This is an optimization exercise on Yosys and OpenROAD, whose aim is small area, a short achievable clock period and few clock cycles, not a production implementation. Only simulation tests tie the RTL to the original design; equivalence was not proved. Power figures rest on the tool's default switching activity, not on a simulated workload.

==> run a <==
## frame_engine
module frame_engine (
    input  wire        clk,
    input  wire        rst,
    input  wire        req_valid,
    input  wire        req_we,
    input  wire [19:0] req_addr,
    input  wire [31:0] req_wdata,
    output wire        req_ack,
    output wire        resp_err,
    output wire [31:0] resp_rdata
);
==> flow/config.mk <==
export PLATFORM = sky130hd
export DESIGN_NAME = frame_engine
export DESIGN_NICKNAME = frame_engine
export VERILOG_FILES = /design/flow/design.v
export SDC_FILE = /design/flow/constraint.sdc
export NUM_CORES = 4
export LEC_CHECK = 0
export CAP_MARGIN = 20
export CORE_MARGIN = 2
export CORE_UTILIZATION = 45
export SETUP_SLACK_MARGIN = 4
export SLEW_MARGIN = 20
==> flow/constraint.sdc <==
create_clock -name core_clock -period 10.0 [get_ports {clk}]
set_input_delay 2.0000 -clock core_clock [delete_from_list [all_inputs] [get_ports {clk}]]
set_output_delay 2.0000 -clock core_clock [all_outputs]
set_load 0.01 [all_outputs]
run.sh (not shown) runs the stock make flow with config.mk's settings and CLKGATE_MAP_FILE= SYNTH_SCRIPT=/design/flow/synth_recipe.tcl, a recipe that flattens the netlist after the stock synthesis.
==> inputs of run b, as changes to run a <==
--- a/flow/config.mk
+++ b/flow/config.mk
@@ -7,6 +7,6 @@
 export LEC_CHECK = 0
 export CAP_MARGIN = 20
 export CORE_MARGIN = 2
-export CORE_UTILIZATION = 45
-export SETUP_SLACK_MARGIN = 4
+export CORE_UTILIZATION = 40
+export SETUP_SLACK_MARGIN = 3
 export SLEW_MARGIN = 20
==> notes <==
- In sequential cell count, run a and run b do not differ.
- Between run b and run a, the lower total power is in run b (gap about 2.6%, measured against run a).
- Between run a and run b, the lower global-route usage is in run b (gap 4.2 points).
- Between run a and run b, the lower final cell count is in run a (gap 2.5%, measured against run b).
- Between run a and run b, the lower clock skew is in run b (gap 0.00053 ns).
- In run a the register-to-register slack is higher than in run b, by 0.24 ns.
- Against run b, the sequential share of layout area of run a is lower by 0.51 points.
- Worst hold slack: run a is higher than run b (0.015 ns).
- Between run b and run a, the lower first-iteration DRC count is in run b (gap 4.3%, measured against run a).
==> figures <==
| metric | run b | run a |
|---|---|---|
| Result of the run | no timing/DRC/antenna violations | no timing/DRC/antenna violations |
| First-pass GRT wire length | 652500 um | 635800 um |
| Critical Path Slowest Stage Cell | o211ai_1 | dfxtp_4 |
| Register-to-register path setup slack | 2.96 ns | 3.20 ns |
| Fraction of standard cell area in multi-input logic | 32.79% | 32.98% |
| Sequential fraction of design power | 45.4% | 44.3% |
| Power attributed to sequential cells | 0.00791 W | 0.00792 W |
| Cell-internal power | 0.01267 W | 0.01307 W |
| GRT Overall Usage | 46.14% | 50.34% |
| Worst Min Path Start | pbuf[95]$_DFFE_PP_ | rxbuf[265]$_DFFE_PP_ |
| Critical path origin | rxbuf[24]$_DFFE_PP_ | st[1]$_SDFFE_PP0P_ |
| DRT iter0 DRCs | 14857 | 15519 |
| Power drawn by the combinational cells | 0.00216 W | 0.00247 W |
| Terminating pin of the worst hold path | tpay[95]$_DFFE_PP_ | rpbuf[225]$_DFFE_PP_ |
| Met3 capacity usage during global routing | 15.62% | 20.54% |
| Number of antenna violations at the first check in global routing | 61 | 40 |
| Maximum number of pins on one net before global-route repair | 87 | 116 |
| Routed wire length per instance | 46.35 um | 46.38 um |
| Via count normalized by instance count | 7.057 | 7.362 |
| Power in the clock group | 0.00734 W | 0.00749 W |
Testbench counts of run a, summed over its fixed seeds: cycles 18,676.
Testbench counts of run b, summed over its fixed seeds: cycles 18,676.


==> job 7322 <==
frame_engine, a different RTL version from the one above (not shown whole).
==> flow/design.v (excerpt) <==
module frame_engine (
    input  wire        clk,
    input  wire        rst,
    input  wire        req_valid,
    input  wire        req_we,
    input  wire [19:0] req_addr,
    input  wire [31:0] req_wdata,
    output wire        req_ack,
    output wire        resp_err,
    output wire [31:0] resp_rdata
);
make LEC_CHECK=0 CAP_MARGIN=20 CORE_MARGIN=2 CORE_UTILIZATION=45 SETUP_SLACK_MARGIN=3 SLEW_MARGIN=20 finish   # period 10.0 ns
==> job 4909: changes against job 7322 <==
--- a/flow/design.v
+++ b/flow/design.v
@@ -45,20 +45,17 @@
   reg [8*41-1:0] txbuf;
   reg [8*41-1:0] rxbuf;
   reg [8*32-1:0] rpbuf;
   reg [1:0]  st;
   reg [1:0]  ek;           
   reg [5:0]  tp;           
   reg [31:0] tcrc;
-  reg [7:0]  tlast;
   reg [5:0]  rp;           
   reg [31:0] rcrc;
   reg [31:0] rsnap;
-  reg        sbusy;        
-  reg [5:0]  sidx;         
   wire [15:0] tx_id = (txph != TX_IDLE) ? (next_id[15:0] - 16'd1) : 16'd0;
   function [31:0] crc_byte;
     input [31:0] c;
     input [7:0]  b;
     integer k;
     reg [31:0] r;
     begin
@@ -161,56 +158,42 @@
   wire        a_tx    = (win == 3'd2) & lt41;
   wire        a_rx    = (win == 3'd3) & lt41;
   wire        a_rp    = (win == 3'd4) & lt32;
   wire        a_cmd   = reg_ok & (rn == 5'd0);
   wire        a_buf   = a_pb | a_tx | a_rx | a_rp;
   wire        acc_ok  = (reg_ok & (~req_we | (rn == 5'd0))) | a_pb | a_rx | ((a_tx | a_rp) & ~req_we);
   wire idle = (st == S_IDLE);
-  wire hold = sbusy & ((a_cmd & req_we) | (a_tx & (bi >= sidx)));
-  wire go   = idle & req_valid & ~hold;
+  wire go   = idle & req_valid;
   wire w_cmd = go & req_we & a_cmd;
   wire w_pb  = go & req_we & a_pb;
   wire w_rx  = go & req_we & a_rx;
   wire [7:0]  op  = req_wdata[7:0];
   wire [23:0] arg = req_wdata[31:8];
   wire c_crc_init  = (op == 8'h01) && (arg == 24'd0);
   wire c_crc_byte  = (op == 8'h02) && (req_wdata[31:16] == 16'd0);
   wire c_build     = (op == 8'h10) || (op == 8'h11);
   wire c_serialize = (op == 8'h12) && (arg == 24'd0);
   wire c_recv      = (op == 8'h20);
   wire c_decode    = (op == 8'h21) && (arg == 24'd0);
   wire [15:0] rx_decl = rxbuf[39:24];
   wire [5:0]  eidx    = rx_decl[5:0] + 6'd5 + {4'd0, ek};
-  reg  [2:0]  iwin;
-  reg  [5:0]  iidx;
+  reg  [2:0]  mwin;
+  reg  [5:0]  midx;
   always @(*) begin
     case (st)
-      S_IDLE:  begin iwin = 3'd0; iidx = 6'd0; end
-      S_BUILD: begin iwin = 3'd1; iidx = tp;   end
-      S_DEC:   begin iwin = 3'd3; iidx = rp;   end
-      default: begin iwin = 3'd3; iidx = eidx; end
+      S_IDLE:  begin mwin = win;  midx = bi;   end
+      S_BUILD: begin mwin = 3'd1; midx = tp;   end
+      S_DEC:   begin mwin = 3'd3; midx = rp;   end
+      default: begin mwin = 3'd3; midx = eidx; end
     endcase
   end
-  wire [2:0]  mwin = win | iwin;
-  wire [5:0]  midx = bi | iidx;
-  function [7:0] sel_b;
-    input [8*41-1:0] v;
-    input [5:0] i;
-    input integer n;
-    integer k;
-    begin
-      sel_b = 8'd0;
-      for (k = 0; k < 41; k = k + 1)
-        if (k < n) sel_b = sel_b | (v[8*k +: 8] & {8{i == k}});
-    end
-  endfunction
-  wire [7:0] pb_b = sel_b({72'd0, pbuf}, midx, 32);
-  wire [7:0] rp_b = sel_b({72'd0, rpbuf}, midx, 32);
-  wire [7:0] tx_b = sel_b(txbuf, midx, 41);
-  wire [7:0] rx_b = sel_b(rxbuf, midx, 41);
+  wire [7:0] pb_b = pbuf[midx[4:0]*8 +: 8];
+  wire [7:0] rp_b = rpbuf[midx[4:0]*8 +: 8];
+  wire [7:0] tx_b = txbuf[midx*8 +: 8];
+  wire [7:0] rx_b = rxbuf[midx*8 +: 8];
   reg  [7:0] mb;
   always @(*) begin
     case (mwin)
       3'd1:    mb = pb_b;
       3'd2:    mb = tx_b;
       3'd3:    mb = rx_b;
       3'd4:    mb = rp_b;
@@ -240,89 +223,82 @@
       5'd18: reg_rdata = rx_csum;
       default: reg_rdata = 32'd0;
     endcase
   end
   assign resp_err   = ~acc_ok;
   assign resp_rdata = req_we ? 32'd0 : ((reg_ok ? reg_rdata : 32'd0) | {24'd0, a_buf ? mb : 8'd0});
   wire [31:0] hcrc = hdr_crc(next_id[15:0]);
-  wire        u_tx    = idle ? ((win == 3'd1) | (a_cmd & c_build)) : (st == S_BUILD);
-  wire        u_acc   = idle & a_cmd;
-  wire        u_first = idle ? (bi == 6'd0) : (rp == 6'd0);
-  wire [31:0] u_state = u_tx ? tcrc : u_acc ? crc_acc : (u_first ? 32'hFFFFFFFF : rcrc);
-  wire [7:0]  u_byte  = u_tx ? tlast : u_acc ? req_wdata[15:8] : (idle ? req_wdata[7:0] : mb);
+  wire        u_tx    = idle ? (win == 3'd1) : (st == S_BUILD);
+  wire        u_first = idle ? (bi == 6'd0) : (u_tx ? (tp == 6'd0) : (rp == 6'd0));
+  wire [31:0] u_state = (idle & a_cmd) ? crc_acc :
+                        u_tx ? (u_first ? hcrc : tcrc) :
+                               (u_first ? 32'hFFFFFFFF : rcrc);
+  wire [7:0]  u_byte  = ~idle ? mb : (a_cmd ? req_wdata[15:8] : req_wdata[7:0]);
   wire [31:0] u_out   = crc_byte(u_state, u_byte);
   wire        b_kind  = op[0];
   wire        b_big   = (arg > 24'd32);
   wire        b_trunc = ~b_kind & arg[5];
   wire [5:0]  b_m     = b_trunc ? 6'd31 : arg[5:0];
-  wire        b_zero  = (b_m == 6'd0);
-  wire        b_full  = (tp == b_m);
-  wire        b_ready = b_zero | ((tp != 6'd0) & (b_full | (tp == b_m + 6'd1)));
-  wire [31:0] b_csum  = ~((b_zero ? hcrc : b_full ? u_out : tcrc) ^ hdr_fix(b_kind, b_m));
+  wire        b_ready = (tp == b_m);
+  wire [31:0] b_csum  = ~(((tp == 6'd0) ? hcrc : tcrc) ^ hdr_fix(b_kind, b_m));
   wire        d_seq   = (rxph != RX_INTRANSIT);
   wire        d_short = (rx_wlen < 24'd5);
-  wire        l_small = (rx_decl[15:6] == 10'd0);
-  wire [5:0]  l6      = rx_decl[5:0];
-  wire        d_mal   = ~(l_small & (l6 <= 6'd32) & (rx_wlen[23:6] == 18'd0) & (rx_wlen[5:0] == l6 + 6'd9));
+  wire        d_mal   = (({8'd0, rx_decl} + 24'd9) != rx_wlen) || (rx_decl > 16'd32);
   wire        d_ready = (rp == rx_decl[5:0] + 6'd9);
   wire        d_match = (rcrc == MAGIC);
   wire        d_kind  = (rxbuf[23:16] > 8'd1);
-  wire        r_stop  = (rp > 6'd4) & l_small & ({1'b0, rp} == {1'b0, l6} + 7'd9);
-  wire        r_snap  = (rp > 6'd4) & l_small & ({1'b0, rp} == {1'b0, l6} + 7'd5);
+  wire        r_stop  = (rp > 6'd4) && ({10'd0, rp} == rx_decl + 16'd9);
+  wire        r_snap  = (rp > 6'd4) && ({10'd0, rp} == rx_decl + 16'd5);
   wire slow_build  = c_build & ~next_id[16] & ~b_big & ~b_ready;
   wire slow_decode = c_decode & ~d_seq & ~d_short & ~d_mal & ~(d_ready & d_match);
   reg  done;
   always @(*) begin
     case (st)
-      S_IDLE:  done = ~hold & ~(a_cmd & req_we & (slow_build | slow_decode));
+      S_IDLE:  done = ~(a_cmd & req_we & (slow_build | slow_decode));
       S_BUILD: done = b_ready;
       S_DEC:   done = d_ready & d_match;
       default: done = (ek == 2'd3);
     endcase
   end
   assign req_ack = req_valid & ~rst & done;
   wire do_build  = req_valid & ((w_cmd & c_build & ~next_id[16] & ~b_big & b_ready) |
                                 ((st == S_BUILD) & b_ready));
+  wire do_ser    = w_cmd & c_serialize & (txph == TX_BUILT);
   wire dec_ok    = req_valid & ((w_cmd & c_decode & ~d_seq & ~d_short & ~d_mal) | (st == S_DEC)) &
                    d_ready & d_match & ~d_kind;
-  wire [5:0] s_off = sidx - 6'd5;
-  wire [1:0] s_cb  = s_off[1:0] - tx_len[1:0];
-  reg  [7:0] s_pay;
-  integer q;
-  always @(*) begin
-    s_pay = 8'd0;
-    for (q = 0; q < 32; q = q + 1)
-      s_pay = s_pay | (tpay[8*q +: 8] & {8{s_off[4:0] == q}});
-  end
-  reg  [7:0] s_byte;
-  always @(*) begin
-    case (sidx)
-      6'd0: s_byte = tx_id[7:0];
-      6'd1: s_byte = tx_id[15:8];
-      6'd2: s_byte = {7'd0, tx_kind};
-      6'd3: s_byte = {2'd0, tx_len};
-      6'd4: s_byte = 8'd0;
-      default: s_byte = (s_off < tx_len) ? s_pay : tx_csum[8*s_cb +: 8];
-    endcase
-  end
+  wire [31:0] csum_rot = {tx_csum, tx_csum} >> (8 * (4 - {4'd0, tx_len[1:0]}));
+  wire [7:0]  tx_hdr [0:4];
+  assign tx_hdr[0] = tx_id[7:0];
+  assign tx_hdr[1] = tx_id[15:8];
+  assign tx_hdr[2] = {7'd0, tx_kind};
+  assign tx_hdr[3] = {2'd0, tx_len};
+  assign tx_hdr[4] = 8'd0;
   genvar j;
   generate
     for (j = 0; j < 32; j = j + 1) begin : g_p
       always @(posedge clk) begin
         if (w_pb && bi == j) pbuf[8*j +: 8] <= req_wdata[7:0];
         if (do_build) tpay[8*j +: 8] <= pbuf[8*j +: 8];
         if (dec_ok && j < rx_decl[5:0]) rpbuf[8*j +: 8] <= rxbuf[8*(j+5) +: 8];
       end
     end
     for (j = 0; j < 41; j = j + 1) begin : g_f
       always @(posedge clk)
         if (w_rx && bi == j) rxbuf[8*j +: 8] <= req_wdata[7:0];
-      always @(posedge clk)
-        if (sbusy && sidx == j)
-          txbuf[8*j +: 8] <= s_byte & ((j == 2) ? 8'h01 : (j == 3) ? 8'h3F : (j == 4) ? 8'h00 : 8'hFF);
+      if (j < 5) begin : g_h
+        always @(posedge clk)
+          if (do_ser) txbuf[8*j +: 8] <= tx_hdr[j];
+      end else if (j < 37) begin : g_b
+        always @(posedge clk)
+          if (do_ser && j < tx_len + 6'd9)
+            txbuf[8*j +: 8] <= (j - 5 < tx_len) ? tpay[8*(j-5) +: 8] : csum_rot[8*((j-5) % 4) +: 8];
+      end else begin : g_t
+        always @(posedge clk)
+          if (do_ser && j < tx_len + 6'd9) txbuf[8*j +: 8] <= csum_rot[8*((j-5) % 4) +: 8];
+      end
     end
   endgenerate
   always @(posedge clk) begin
     if (rst) begin
       crc_acc  <= 32'hFFFFFFFF;
       result   <= R_OK;
       err_a    <= 32'd0;
@@ -338,36 +314,26 @@
       rxph     <= RX_IDLE;
       rx_id    <= 16'd0;
       rx_kind  <= 1'b0;
       rx_len   <= 6'd0;
       rx_csum  <= 32'd0;
       st       <= S_IDLE;
       ek       <= 2'd0;
-      sbusy    <= 1'b0;
-      sidx     <= 6'd0;
       tp       <= 6'd0;
       rp       <= 6'd0;
     end else begin
-      if (sbusy) begin
-        sidx <= sidx + 6'd1;
-        if (sidx == tx_len + 6'd8) sbusy <= 1'b0;
-      end
       if (w_pb) begin
         if (bi == 6'd0) begin
-          tcrc  <= hcrc;
-          tlast <= req_wdata[7:0];
-          tp    <= 6'd1;
+          tcrc <= u_out;
+          tp   <= 6'd1;
         end else if (bi == tp) begin
-          tcrc  <= u_out;
-          tlast <= req_wdata[7:0];
-          tp    <= tp + 6'd1;
-        end else if (bi + 6'd1 == tp) begin
-          tlast <= req_wdata[7:0];
+          tcrc <= u_out;
+          tp   <= tp + 6'd1;
         end else if (bi < tp) begin
-          tp    <= 6'd0;
+          tp   <= 6'd0;
         end
       end
       if (w_rx) begin
         if (bi == 6'd0) begin
           rcrc <= u_out;
           rp   <= 6'd1;
         end else if (bi == rp && !r_stop) begin
@@ -408,26 +374,24 @@
                 tx_len   <= b_m;
                 tx_trunc <= b_trunc;
                 tx_csum  <= b_csum;
                 txph     <= TX_BUILT;
                 tp       <= 6'd0;
               end else begin
                 st <= S_BUILD;
-                if (tp > b_m) tp <= 6'd0;    
+                if (tp > b_m) tp <= 6'd0;
               end
             end else if (c_serialize) begin
               if (txph != TX_BUILT) begin
                 result <= R_SEQERR;
                 err_a  <= 32'h00000012;
                 err_b  <= {30'd0, txph};
               end else begin
                 tx_wlen <= tx_len + 6'd9;
                 txph    <= TX_SER;
-                sbusy   <= 1'b1;
-                sidx    <= 6'd0;
               end
             end else if (c_recv) begin
               rx_wlen <= arg;
               rxph    <= RX_INTRANSIT;
             end else if (c_decode) begin
               if (d_seq) begin
                 result <= R_SEQERR;
@@ -474,17 +438,16 @@
             tx_len   <= b_m;
             tx_trunc <= b_trunc;
             tx_csum  <= b_csum;
             txph     <= TX_BUILT;
             tp       <= 6'd0;
             st       <= S_IDLE;
           end else begin
-            tcrc  <= (tp == 6'd0) ? hcrc : u_out;
-            tlast <= mb;
-            tp    <= tp + 6'd1;
+            tcrc <= u_out;
+            tp   <= tp + 6'd1;
           end
         end
         S_DEC: begin
           if (d_ready) begin
             if (!d_match) begin
               st <= S_EMB;
               ek <= 2'd0;
Settings changed: CORE_UTILIZATION 45 to 40, SETUP_SLACK_MARGIN 3 to default.
==> job 5574: changes against job 7322 <==
--- a/flow/design.v
+++ b/flow/design.v
@@ -49,16 +49,14 @@
   reg [1:0]  ek;           
   reg [5:0]  tp;           
   reg [31:0] tcrc;
   reg [7:0]  tlast;
   reg [5:0]  rp;           
   reg [31:0] rcrc;
   reg [31:0] rsnap;
-  reg        sbusy;        
-  reg [5:0]  sidx;         
   wire [15:0] tx_id = (txph != TX_IDLE) ? (next_id[15:0] - 16'd1) : 16'd0;
   function [31:0] crc_byte;
     input [31:0] c;
     input [7:0]  b;
     integer k;
     reg [31:0] r;
     begin
@@ -161,41 +159,38 @@
   wire        a_tx    = (win == 3'd2) & lt41;
   wire        a_rx    = (win == 3'd3) & lt41;
   wire        a_rp    = (win == 3'd4) & lt32;
   wire        a_cmd   = reg_ok & (rn == 5'd0);
   wire        a_buf   = a_pb | a_tx | a_rx | a_rp;
   wire        acc_ok  = (reg_ok & (~req_we | (rn == 5'd0))) | a_pb | a_rx | ((a_tx | a_rp) & ~req_we);
   wire idle = (st == S_IDLE);
-  wire hold = sbusy & ((a_cmd & req_we) | (a_tx & (bi >= sidx)));
-  wire go   = idle & req_valid & ~hold;
+  wire go   = idle & req_valid;
   wire w_cmd = go & req_we & a_cmd;
   wire w_pb  = go & req_we & a_pb;
   wire w_rx  = go & req_we & a_rx;
   wire [7:0]  op  = req_wdata[7:0];
   wire [23:0] arg = req_wdata[31:8];
   wire c_crc_init  = (op == 8'h01) && (arg == 24'd0);
   wire c_crc_byte  = (op == 8'h02) && (req_wdata[31:16] == 16'd0);
   wire c_build     = (op == 8'h10) || (op == 8'h11);
   wire c_serialize = (op == 8'h12) && (arg == 24'd0);
   wire c_recv      = (op == 8'h20);
   wire c_decode    = (op == 8'h21) && (arg == 24'd0);
   wire [15:0] rx_decl = rxbuf[39:24];
   wire [5:0]  eidx    = rx_decl[5:0] + 6'd5 + {4'd0, ek};
-  reg  [2:0]  iwin;
-  reg  [5:0]  iidx;
+  reg  [2:0]  mwin;
+  reg  [5:0]  midx;
   always @(*) begin
     case (st)
-      S_IDLE:  begin iwin = 3'd0; iidx = 6'd0; end
-      S_BUILD: begin iwin = 3'd1; iidx = tp;   end
-      S_DEC:   begin iwin = 3'd3; iidx = rp;   end
-      default: begin iwin = 3'd3; iidx = eidx; end
+      S_IDLE:  begin mwin = win;  midx = bi;   end
+      S_BUILD: begin mwin = 3'd1; midx = tp;   end
+      S_DEC:   begin mwin = 3'd3; midx = rp;   end
+      default: begin mwin = 3'd3; midx = eidx; end
     endcase
   end
-  wire [2:0]  mwin = win | iwin;
-  wire [5:0]  midx = bi | iidx;
   function [7:0] sel_b;
     input [8*41-1:0] v;
     input [5:0] i;
     input integer n;
     integer k;
     begin
       sel_b = 8'd0;
@@ -256,73 +251,67 @@
   wire [5:0]  b_m     = b_trunc ? 6'd31 : arg[5:0];
   wire        b_zero  = (b_m == 6'd0);
   wire        b_full  = (tp == b_m);
   wire        b_ready = b_zero | ((tp != 6'd0) & (b_full | (tp == b_m + 6'd1)));
   wire [31:0] b_csum  = ~((b_zero ? hcrc : b_full ? u_out : tcrc) ^ hdr_fix(b_kind, b_m));
   wire        d_seq   = (rxph != RX_INTRANSIT);
   wire        d_short = (rx_wlen < 24'd5);
-  wire        l_small = (rx_decl[15:6] == 10'd0);
-  wire [5:0]  l6      = rx_decl[5:0];
-  wire        d_mal   = ~(l_small & (l6 <= 6'd32) & (rx_wlen[23:6] == 18'd0) & (rx_wlen[5:0] == l6 + 6'd9));
+  wire        d_mal   = (({8'd0, rx_decl} + 24'd9) != rx_wlen) || (rx_decl > 16'd32);
   wire        d_ready = (rp == rx_decl[5:0] + 6'd9);
   wire        d_match = (rcrc == MAGIC);
   wire        d_kind  = (rxbuf[23:16] > 8'd1);
-  wire        r_stop  = (rp > 6'd4) & l_small & ({1'b0, rp} == {1'b0, l6} + 7'd9);
-  wire        r_snap  = (rp > 6'd4) & l_small & ({1'b0, rp} == {1'b0, l6} + 7'd5);
+  wire        r_stop  = (rp > 6'd4) && ({10'd0, rp} == rx_decl + 16'd9);
+  wire        r_snap  = (rp > 6'd4) && ({10'd0, rp} == rx_decl + 16'd5);
   wire slow_build  = c_build & ~next_id[16] & ~b_big & ~b_ready;
   wire slow_decode = c_decode & ~d_seq & ~d_short & ~d_mal & ~(d_ready & d_match);
   reg  done;
   always @(*) begin
     case (st)
-      S_IDLE:  done = ~hold & ~(a_cmd & req_we & (slow_build | slow_decode));
+      S_IDLE:  done = ~(a_cmd & req_we & (slow_build | slow_decode));
       S_BUILD: done = b_ready;
       S_DEC:   done = d_ready & d_match;
       default: done = (ek == 2'd3);
     endcase
   end
   assign req_ack = req_valid & ~rst & done;
   wire do_build  = req_valid & ((w_cmd & c_build & ~next_id[16] & ~b_big & b_ready) |
                                 ((st == S_BUILD) & b_ready));
+  wire do_ser    = w_cmd & c_serialize & (txph == TX_BUILT);
   wire dec_ok    = req_valid & ((w_cmd & c_decode & ~d_seq & ~d_short & ~d_mal) | (st == S_DEC)) &
                    d_ready & d_match & ~d_kind;
-  wire [5:0] s_off = sidx - 6'd5;
-  wire [1:0] s_cb  = s_off[1:0] - tx_len[1:0];
-  reg  [7:0] s_pay;
-  integer q;
-  always @(*) begin
-    s_pay = 8'd0;
-    for (q = 0; q < 32; q = q + 1)
-      s_pay = s_pay | (tpay[8*q +: 8] & {8{s_off[4:0] == q}});
-  end
-  reg  [7:0] s_byte;
-  always @(*) begin
-    case (sidx)
-      6'd0: s_byte = tx_id[7:0];
-      6'd1: s_byte = tx_id[15:8];
-      6'd2: s_byte = {7'd0, tx_kind};
-      6'd3: s_byte = {2'd0, tx_len};
-      6'd4: s_byte = 8'd0;
-      default: s_byte = (s_off < tx_len) ? s_pay : tx_csum[8*s_cb +: 8];
-    endcase
-  end
+  wire [31:0] csum_rot = {tx_csum, tx_csum} >> (8 * (4 - {4'd0, tx_len[1:0]}));
+  wire [7:0]  tx_hdr [0:4];
+  assign tx_hdr[0] = tx_id[7:0];
+  assign tx_hdr[1] = tx_id[15:8];
+  assign tx_hdr[2] = {7'd0, tx_kind};
+  assign tx_hdr[3] = {2'd0, tx_len};
+  assign tx_hdr[4] = 8'd0;
   genvar j;
   generate
     for (j = 0; j < 32; j = j + 1) begin : g_p
       always @(posedge clk) begin
         if (w_pb && bi == j) pbuf[8*j +: 8] <= req_wdata[7:0];
         if (do_build) tpay[8*j +: 8] <= pbuf[8*j +: 8];
         if (dec_ok && j < rx_decl[5:0]) rpbuf[8*j +: 8] <= rxbuf[8*(j+5) +: 8];
       end
     end
     for (j = 0; j < 41; j = j + 1) begin : g_f
       always @(posedge clk)
         if (w_rx && bi == j) rxbuf[8*j +: 8] <= req_wdata[7:0];
-      always @(posedge clk)
-        if (sbusy && sidx == j)
-          txbuf[8*j +: 8] <= s_byte & ((j == 2) ? 8'h01 : (j == 3) ? 8'h3F : (j == 4) ? 8'h00 : 8'hFF);
+      if (j < 5) begin : g_h
+        always @(posedge clk)
+          if (do_ser) txbuf[8*j +: 8] <= tx_hdr[j];
+      end else if (j < 37) begin : g_b
+        always @(posedge clk)
+          if (do_ser && j < tx_len + 6'd9)
+            txbuf[8*j +: 8] <= (j - 5 < tx_len) ? tpay[8*(j-5) +: 8] : csum_rot[8*((j-5) % 4) +: 8];
+      end else begin : g_t
+        always @(posedge clk)
+          if (do_ser && j < tx_len + 6'd9) txbuf[8*j +: 8] <= csum_rot[8*((j-5) % 4) +: 8];
+      end
     end
   endgenerate
   always @(posedge clk) begin
     if (rst) begin
       crc_acc  <= 32'hFFFFFFFF;
       result   <= R_OK;
       err_a    <= 32'd0;
@@ -338,23 +327,17 @@
       rxph     <= RX_IDLE;
       rx_id    <= 16'd0;
       rx_kind  <= 1'b0;
       rx_len   <= 6'd0;
       rx_csum  <= 32'd0;
       st       <= S_IDLE;
       ek       <= 2'd0;
-      sbusy    <= 1'b0;
-      sidx     <= 6'd0;
       tp       <= 6'd0;
       rp       <= 6'd0;
     end else begin
-      if (sbusy) begin
-        sidx <= sidx + 6'd1;
-        if (sidx == tx_len + 6'd8) sbusy <= 1'b0;
-      end
       if (w_pb) begin
         if (bi == 6'd0) begin
           tcrc  <= hcrc;
           tlast <= req_wdata[7:0];
           tp    <= 6'd1;
         end else if (bi == tp) begin
           tcrc  <= u_out;
@@ -418,16 +401,14 @@
               if (txph != TX_BUILT) begin
                 result <= R_SEQERR;
                 err_a  <= 32'h00000012;
                 err_b  <= {30'd0, txph};
               end else begin
                 tx_wlen <= tx_len + 6'd9;
                 txph    <= TX_SER;
-                sbusy   <= 1'b1;
-                sidx    <= 6'd0;
               end
             end else if (c_recv) begin
               rx_wlen <= arg;
               rxph    <= RX_INTRANSIT;
             end else if (c_decode) begin
               if (d_seq) begin
                 result <= R_SEQERR;
Settings changed: CORE_UTILIZATION 45 to 40.
==> notes.md <==
metric                                                               job 5574                  job 4909    job 7322
Number of non-clock inverters in the layout                                94                        87          78
Non-clock buffer share                                                 8.285%                    4.000%      8.135%
Worst Path Max Fanout                                                       6                        42           8
Met1 wire length                                                     199.9 mm                  147.7 mm    181.2 mm
Mux cell area share after synthesis                                    4.970%                    4.380%      2.753%
Synth top area share                                                   53.21%                    53.14%      54.08%
Beginning of the worst hold path                                    rxbuf[81]                 rxbuf[86]   rxbuf[71]
Final TNS setup                                                          0 ps                 -133.9 ps        0 ps
RSZ-0062 raised after global routing                                      yes                        no         yes
Number of antenna violations at the first check in global routing          62                        30          50
Multi-input combinational gate total                                     5016                      5261        4981
Setup skew after layout                                              78.07 ps                  115.2 ps    66.18 ps
Met3 Resource Use GR                                                   16.48%                    10.43%      27.24%
Maximum frequency from static timing analysis                      0.1242 GHz               0.09868 GHz  0.1271 GHz
Clock distribution power                                              7.56 mW                   7.36 mW     7.33 mW
DR WL met3                                                           72.94 mm                  52.53 mm    94.73 mm
Cell internal power dissipation                                      12.89 mW                  12.64 mW    12.69 mW
TritonCTS sink count                                                     1772                      1764        1779
Outcome                                      no timing/DRC/antenna violations  finished with violations  no timing/DRC/antenna violations
Reasons for failing layout checks                                           -      negative setup slack           -
Combinational power                                                   1.90 mW                   1.88 mW     2.12 mW
Number of logic stages on the critical path including buffering            16                        16          19
Leakage Power                                                        36.21 nW                  33.31 nW    34.29 nW
Testbench counts of job 7322, summed over its fixed seeds: cycles 18,676.
Testbench counts of job 4909, summed over its fixed seeds: cycles 19,220.
Testbench counts of job 5574, summed over its fixed seeds: cycles 18,676.

==> what the ideal ports hide <==
Ports are ideal in the flow. The routed layouts listed here were re-timed in OpenROAD.
Step 1 assumes that a clkbuf_16 drives the clock port and a buf_2 every other input.
Step 2, shift: input delay + t, output delay - t, t = (earliest + latest rising clock arrival at the registers) / 2. This alone moves slack from input paths to output paths.
a / b / c = no drivers / after step 1 / after step 2; a / b = the first two.
run | t, ns | setup WS [ns] | worst setup path at the end | worst slew at a driven data input, ns
run a | 0.952 | 2.130 / 2.029 / 2.045 | input to output | 0.20
run b | 0.980 | 2.063 / 1.965 / 2.034 | input to output | 0.15
job 7322 | 0.964 | 2.130 / 2.038 / 1.915 | input to register | 0.14
job 4909 | 0.941 | -0.134 / -0.157 / -0.157 | input to output | 0.13
job 5574 | 0.975 | 1.951 / 1.895 / 1.819 | input to register | 0.19
The setup slack of job 7322, which loses most, moves by -0.092 ns with the drivers and by -0.215 ns with both steps.
